Source: an optimization exercise on an open RTL-to-GDS flow (aim: small area, a short achievable clock period and few clock cycles per item). Production flows keep margins and buffers that such runs may drop.
In this exercise RTL edits were held to simulation tests only and were not proved equivalent to the original.

<file path="run.sh">
#!/bin/bash
# synth_recipe.tcl (not shown) runs the flow's synth.tcl, then flattens the netlist and writes it again
# the make line also repeats each setting of config.mk as NAME=value (left out here)
make -C /OpenROAD-flow-scripts/flow DESIGN_CONFIG=/design/flow/config.mk WORK_HOME=/design/flow/orfs CLKGATE_MAP_FILE= SYNTH_SCRIPT=/design/flow/synth_recipe.tcl finish
</file>
<file path="config.mk">
export PLATFORM = sky130hd
export DESIGN_NAME = canfc_tx
export DESIGN_NICKNAME = canfc_tx
export VERILOG_FILES = /design/flow/design.v
export SDC_FILE = /design/flow/constraint.sdc
export NUM_CORES = 4
export LEC_CHECK = 0
export CAP_MARGIN = 20
export CORE_MARGIN = 2
export CORE_UTILIZATION = 40
export SLEW_MARGIN = 20
</file>
<file path="constraint.sdc">
create_clock -name core_clock -period 40.0 [get_ports {clk}]
set_input_delay 8.0000 -clock core_clock [delete_from_list [all_inputs] [get_ports {clk}]]
set_output_delay 8.0000 -clock core_clock [all_outputs]
set_load 0.01 [all_outputs]
</file>
<file path="design.v">
module canfc_tx (
    input  wire        clk,
    input  wire        rst,           
    input  wire        in_valid,
    output wire        in_ready,
    input  wire        in_mode,       
    input  wire [28:0] in_id,
    input  wire        in_ext,
    input  wire        in_rtr,
    input  wire [3:0]  in_len,
    input  wire [63:0] in_data,       
    input  wire        in_ts_valid,
    input  wire [31:0] in_ts,
    output wire        out_valid,
    input  wire        out_ready,
    output reg  [7:0]  out_byte
);
    localparam [3:0] T_IDLE  = 4'd0,
                     T_TAG   = 4'd1,    
                     T_TSD   = 4'd2,    
                     T_COLON = 4'd3,
                     T_TSSP  = 4'd4,    
                     T_ID    = 4'd5,    
                     T_IDSP  = 4'd6,    
                     T_LEN   = 4'd7,    
                     T_SP    = 4'd8,    
                     T_R1    = 4'd9,
                     T_T     = 4'd10,
                     T_R2    = 4'd11,
                     T_HI    = 4'd12,   
                     T_LO    = 4'd13,   
                     T_DELIM = 4'd14;
    reg [3:0]  st;
    reg [3:0]  idx;         
    reg        m;
    reg [31:0] id;
    reg        ext, rtr;
    reg [3:0]  len;
    reg [63:0] data;
    reg        tsv;
    reg [39:0] bcd;         
    reg [3:0]  ndig;        
    wire accept = in_valid && in_ready;
    wire fire   = out_valid && out_ready;
    assign in_ready  = (st == T_IDLE) && !rst;
    assign out_valid = (st != T_IDLE);
    reg [71:0] dd;
    integer i, j;
    always @(*) begin
        dd = {40'd0, in_ts};
        for (i = 0; i < 32; i = i + 1) begin
            for (j = 0; j < 10; j = j + 1)
                if (dd[32 + 4*j +: 4] >= 4'd5)
                    dd[32 + 4*j +: 4] = dd[32 + 4*j +: 4] + 4'd3;
            dd = dd << 1;
        end
    end
    wire [39:0] in_bcd = dd[71:32];
    reg [3:0] in_ndig;
    integer k;
    always @(*) begin
        in_ndig = 4'd1;
        for (k = 1; k < 10; k = k + 1)
            if (in_bcd[4*k +: 4] != 4'd0)
                in_ndig = k + 1;
    end
    reg [3:0] nib;
    always @(*) begin
        case (st)
            T_TSD:   nib = bcd[{idx, 2'b00} +: 4];
            T_ID:    nib = id[{idx[2:0], 2'b00} +: 4];
            T_LEN:   nib = len;
            T_HI:    nib = data[{idx[2:0], 3'b100} +: 4];
            T_LO:    nib = data[{idx[2:0], 3'b000} +: 4];
            default: nib = 4'd0;
        endcase
    end
    wire [7:0] hexch = (nib < 4'd10) ? (8'h30 + {4'd0, nib}) : (8'h37 + {4'd0, nib});
    always @(*) begin
        case (st)
            T_TAG:   out_byte = ext ? (rtr ? 8'h52 : 8'h54) : (rtr ? 8'h72 : 8'h74);
            T_COLON: out_byte = 8'h3A;
            T_TSSP,
            T_IDSP,
            T_SP:    out_byte = 8'h20;
            T_R1,
            T_R2:    out_byte = 8'h72;
            T_T:     out_byte = 8'h74;
            T_DELIM: out_byte = m ? 8'h0A : 8'h0D;
            default: out_byte = hexch;
        endcase
    end
    wire [3:0] nid = ext ? 4'd8 : 4'd3;
    always @(posedge clk) begin
        if (rst) begin
            st <= T_IDLE;
        end else if (st == T_IDLE) begin
            if (accept && in_len <= 4'd8 && (in_ext || in_id[28:11] == 18'd0)) begin
                m    <= in_mode;
                id   <= {3'd0, in_id};
                ext  <= in_ext;
                rtr  <= in_rtr;
                len  <= in_len;
                data <= in_data;
                tsv  <= in_ts_valid;
                bcd  <= in_bcd;
                ndig <= in_ndig;
                if (!in_mode) begin
                    st <= T_TAG;
                end else if (in_ts_valid) begin
                    st  <= T_TSD;
                    idx <= in_ndig - 4'd1;
                end else begin
                    st  <= T_ID;
                    idx <= in_ext ? 4'd7 : 4'd2;
                end
            end
        end else if (fire) begin
            case (st)
                T_TAG: begin
                    st  <= T_ID;
                    idx <= nid - 4'd1;
                end
                T_TSD: begin
                    if (idx == 4'd0) st <= T_COLON;
                    else             idx <= idx - 4'd1;
                end
                T_COLON: st <= T_TSSP;
                T_TSSP: begin
                    st  <= T_ID;
                    idx <= nid - 4'd1;
                end
                T_ID: begin
                    if (idx == 4'd0) st <= m ? T_IDSP : T_LEN;
                    else             idx <= idx - 4'd1;
                end
                T_IDSP: st <= T_LEN;
                T_LEN: begin
                    idx <= 4'd0;
                    if (!m)
                        st <= (rtr || len == 4'd0) ? T_DELIM : T_HI;
                    else
                        st <= (rtr || len != 4'd0) ? T_SP : T_DELIM;
                end
                T_SP: st <= rtr ? T_R1 : T_HI;
                T_R1: st <= T_T;
                T_T:  st <= T_R2;
                T_R2: st <= T_DELIM;
                T_HI: st <= T_LO;
                T_LO: begin
                    if (idx + 4'd1 == len) st <= T_DELIM;
                    else begin
                        idx <= idx + 4'd1;
                        st  <= m ? T_SP : T_HI;
                    end
                end
                default: st <= T_IDLE;     
            endcase
        end
    end
endmodule
</file>
==> results.txt <==
Initial Util 40.3%; worst-path maximum fanout 8; Avg Inst Size Synth 7.77 sq um; via count 30900; multi-input logic area 25700 sq um; die width 283 um; final antenna-violating net count 0; Hold Path Sink st[1]$_SDFFE_PP0P_; CTS HTree Levels 4; Clk pin slew, worst setup/hold paths 0.07 ns; post-DP HPWL 61000 um; r2r setup slk 36.30 ns; Hold Crit Start st[1]$_SDFFE_PP0P_; crit start category input port; first-pass GRT wire length 133000 um; Hold Crit Class flip-flop to flip-flop; largest net degree at the start of global routing 80; most common cell in the netlist nor2_1; Worst Hold Depth 2; Async S/R FF share, synth 0%; top cells by count, synth 343 x nor2_1, 293 x nand2_1, 262 x inv_1; initial antenna violation count 1; Post-Syn Area 31000 sq um; Final min period 37.93 ns; port bufs 145; DRC 0; mux contribution to synthesized area 9.56%; post-synthesis adder-cell area fraction 8.81%; number of global-route vias before repair 28100; sequential element share of the synthesized area 14.2%; Max Fclk 0.0264 GHz; fillers 7669; register area 4400 sq um; post-synthesis cell type count 154; Post-Route WL 80200 um; fin. max-slew vios 0; post-synthesis compound-gate area fraction 35.1%; die area 79800 sq um; gp weighted congestion 0.843; Critical R2R Capture idx[3]$_DFFE_PP_; Max Buffers Root-to-Sink 2; Top Ports 147; final instance area 35800 sq um; CTS Buf Count 17; CTS tree built; Slew @ Worst Pin 1.06 ns; max_slew headroom 27.4%; Largest stage delay, worst path 0.58 ns; Mapped Nets 4350; Via density 5.92; count of flip-flops with a built-in enable after synthesis 144; total global routing overflow 0; Place WS -0.802 ns; placed cell area 34000 sq um; Synth area leader edfxtp_1; DRT iter0 DRCs 1905; Reg2Reg Depth 7; Placed Instances 5138; final setup fails 0; largest family of logic cells by synthesized area compound AO/OA/AOI/OAI gates; worst r2r src st[3]$_SDFFE_PP0P_; Cells after Synth 3997; core area 77100 sq um; Syn-to-layout area delta 15.4%; Top cell by count, worst path ha_1; XOR/XNOR share of the synthesized area 3.96%; Global Route Usage Sum 19.0%; Primary FF master, synth edfxtp_1; WP data arrival 38.10 ns; row count 102; DR pass1 iterations 7; register bit total from synthesis 148; top cell type's share of synthesized area 13.9%; CP Data Required Time 40.16 ns; Hold Vio Cnt, Final 0; CP max stage cell or4_4; Ys Warns 1; post-route clock period utilization 94.8%; nets 4520; clock latency (worst-skew pair) 0.43 ns; number of max-cap violations 0; wire length per cell 15.4 um; post-route setup slack 2.07 ns; CTS root buf clkbuf_16; Synth Area in Simple Gates 22.6%; die height 283 um; kind of critical path input port to flip-flop; Worst setup EP type flip-flop; top cells by area, synth edfxtp_1 14%, ha_1 8.7%, nor2_1 4.1%; clk sinks 148; post-route insts no fill 5222; status no timing/DRC/antenna violations; share of layout cells above drive strength 1 16.8%; Setup Skew 0.0153 ns
==> cell type report <==
class	count	area share [%]
multi-input cells	3397	71.8
flip-flops and latches	148	12.3
repair buffers	300	7.31
well taps	1040	3.63
inverters	303	3.19
clock buffers	17	1.19
clock inverters	15	0.573
diodes	2	0.0140
==> critical path: cells and delay by family <==
family / cells / cell delay, ns
AOI/OAI and AO/OA: 42 / 7.68
xor gates and xnor gates: 16 / 3.69
adders and majority gates: 29 / 6.08
buffers and inverters: 24 / 2.58
muxes: 4 / 0.98
and+or+nand+nor: 52 / 9.02
==> how the worst max path moves through the flow <==
stage	startpoint	to	slack (ns)
3_3_place_gp	in_ts[29]	idx[2]$_DFFE_PP_	0.05
5_1_grt	in_ts[30]	idx[2]$_DFFE_PP_	-0.26
4_1_cts	in_ts[29]	idx[2]$_DFFE_PP_	0.0004
6_report	in_ts[30]	idx[2]$_DFFE_PP_	2.07
3_5_place_dp	in_ts[29]	idx[2]$_DFFE_PP_	-0.80
2_1_floorplan	in_ts[29]	idx[2]$_DFFE_PP_	0.96
==> sequential cells by signal, summed over array words and instances (netlist names) <==
register / flops
m: 1
st: 4
idx: 4
rtr: 1
data: 64
id: 29
len: 4
ext: 1
bcd: 40
==> through the flow <==
step           util [%]  hold slack [ns]  TNS (ns)
2_1_floorplan         -            0.586         0
5_1_grt            46.5            0.831    -0.336
6_report           46.5            0.757         0
3_5_place_dp       44.1            0.746     -2.05
3_3_place_gp       44.1            0.733         0
4_1_cts            45.0            0.758         0
==> cell usage in the layout, fill, tap and decap left out, types with 34 or more instances in the layout <==
master | synthesis | final
o22ai_1 | 37 | 37
o211ai_1 | 76 | 76
nand3_1 | 120 | 117
inv_1 | 262 | 259
and2_1 | 54 | 54
nor2_1 | 343 | 336
nor4_1 | 38 | 36
a21o_1 | 42 | 42
nor2b_1 | 51 | 45
a31oi_1 | 59 | 56
or3_1 | 38 | 36
o21a_1 | 49 | 48
or2_2 | 34 | 34
nand2b_1 | 77 | 76
nand2_1 | 293 | 291
mux2_2 | 66 | 66
a21oi_1 | 225 | 217
o21ai_1 | 57 | 54
nor3_1 | 136 | 128
a211o_1 | 39 | 39
o21ai_0 | 187 | 177
edfxtp_1 | 144 | 144
a211oi_1 | 72 | 70
o31ai_1 | 38 | 36
ha_1 | 216 | 197
clkdlybuf4s50_1 | 0 | 144
buf_4 | 5 | 155
mux2i_1 | 117 | 112
xnor2_1 | 74 | 52
and3_1 | 50 | 49
==> metal layers <==
metal / up-vias / track usage, % / routed length (um)
li1: 15800 / - / -
met1: 14600 / 26.0 / 38500
met5: - / 0 / 0
met3: 55 / 0.966 / 1790
met4: 0 / 2.25 / 526
met2: 460 / 33.6 / 39500
==> kinds of logic after synthesis <==
group | Yosys count
other cells | 1
mux | 238
compound gates | 1436
simple gates | 1385
fa+ha+maj | 219
buf+inv | 452
xor+xnor | 118
flops | 148
==> timing repair <==
item | 4_1_cts | 5_1_grt
pin swaps | 1 | 48
gates resized for setup | 12 | 169
hold buffers | 0 | 0
buffers inserted | 0 | 50
endpoints found under the setup margin | 3 | 31
Testbench counts, summed over its fixed seeds: cycles 25,953, frames 1,200.

## afterwards: timing with drivers on the ports
In the flow no input, the clock included, has a driving cell. The finished layout below was timed again as built, in two steps. Step 1: set_driving_cell puts a clkbuf_16 on clk and a buf_2 on each other input, an assumption about the parent block. Step 2 also shifts input and output timing later by t, the mid clock arrival at the registers, as if the neighbouring blocks saw the same clock. a / b / c = ideal ports / drivers / drivers and shift; a / b = the first two.
t, ns: 0.462
setup slack, ns: 2.065 / 2.086 / 1.624
worst setup path at the end: input to register
worst register clock-pin slew, ns: 0.07 / 0.07
After both steps setup and hold are still met in this run. The setup slack of this run moves by +0.021 ns with the drivers and by -0.441 ns with both steps.
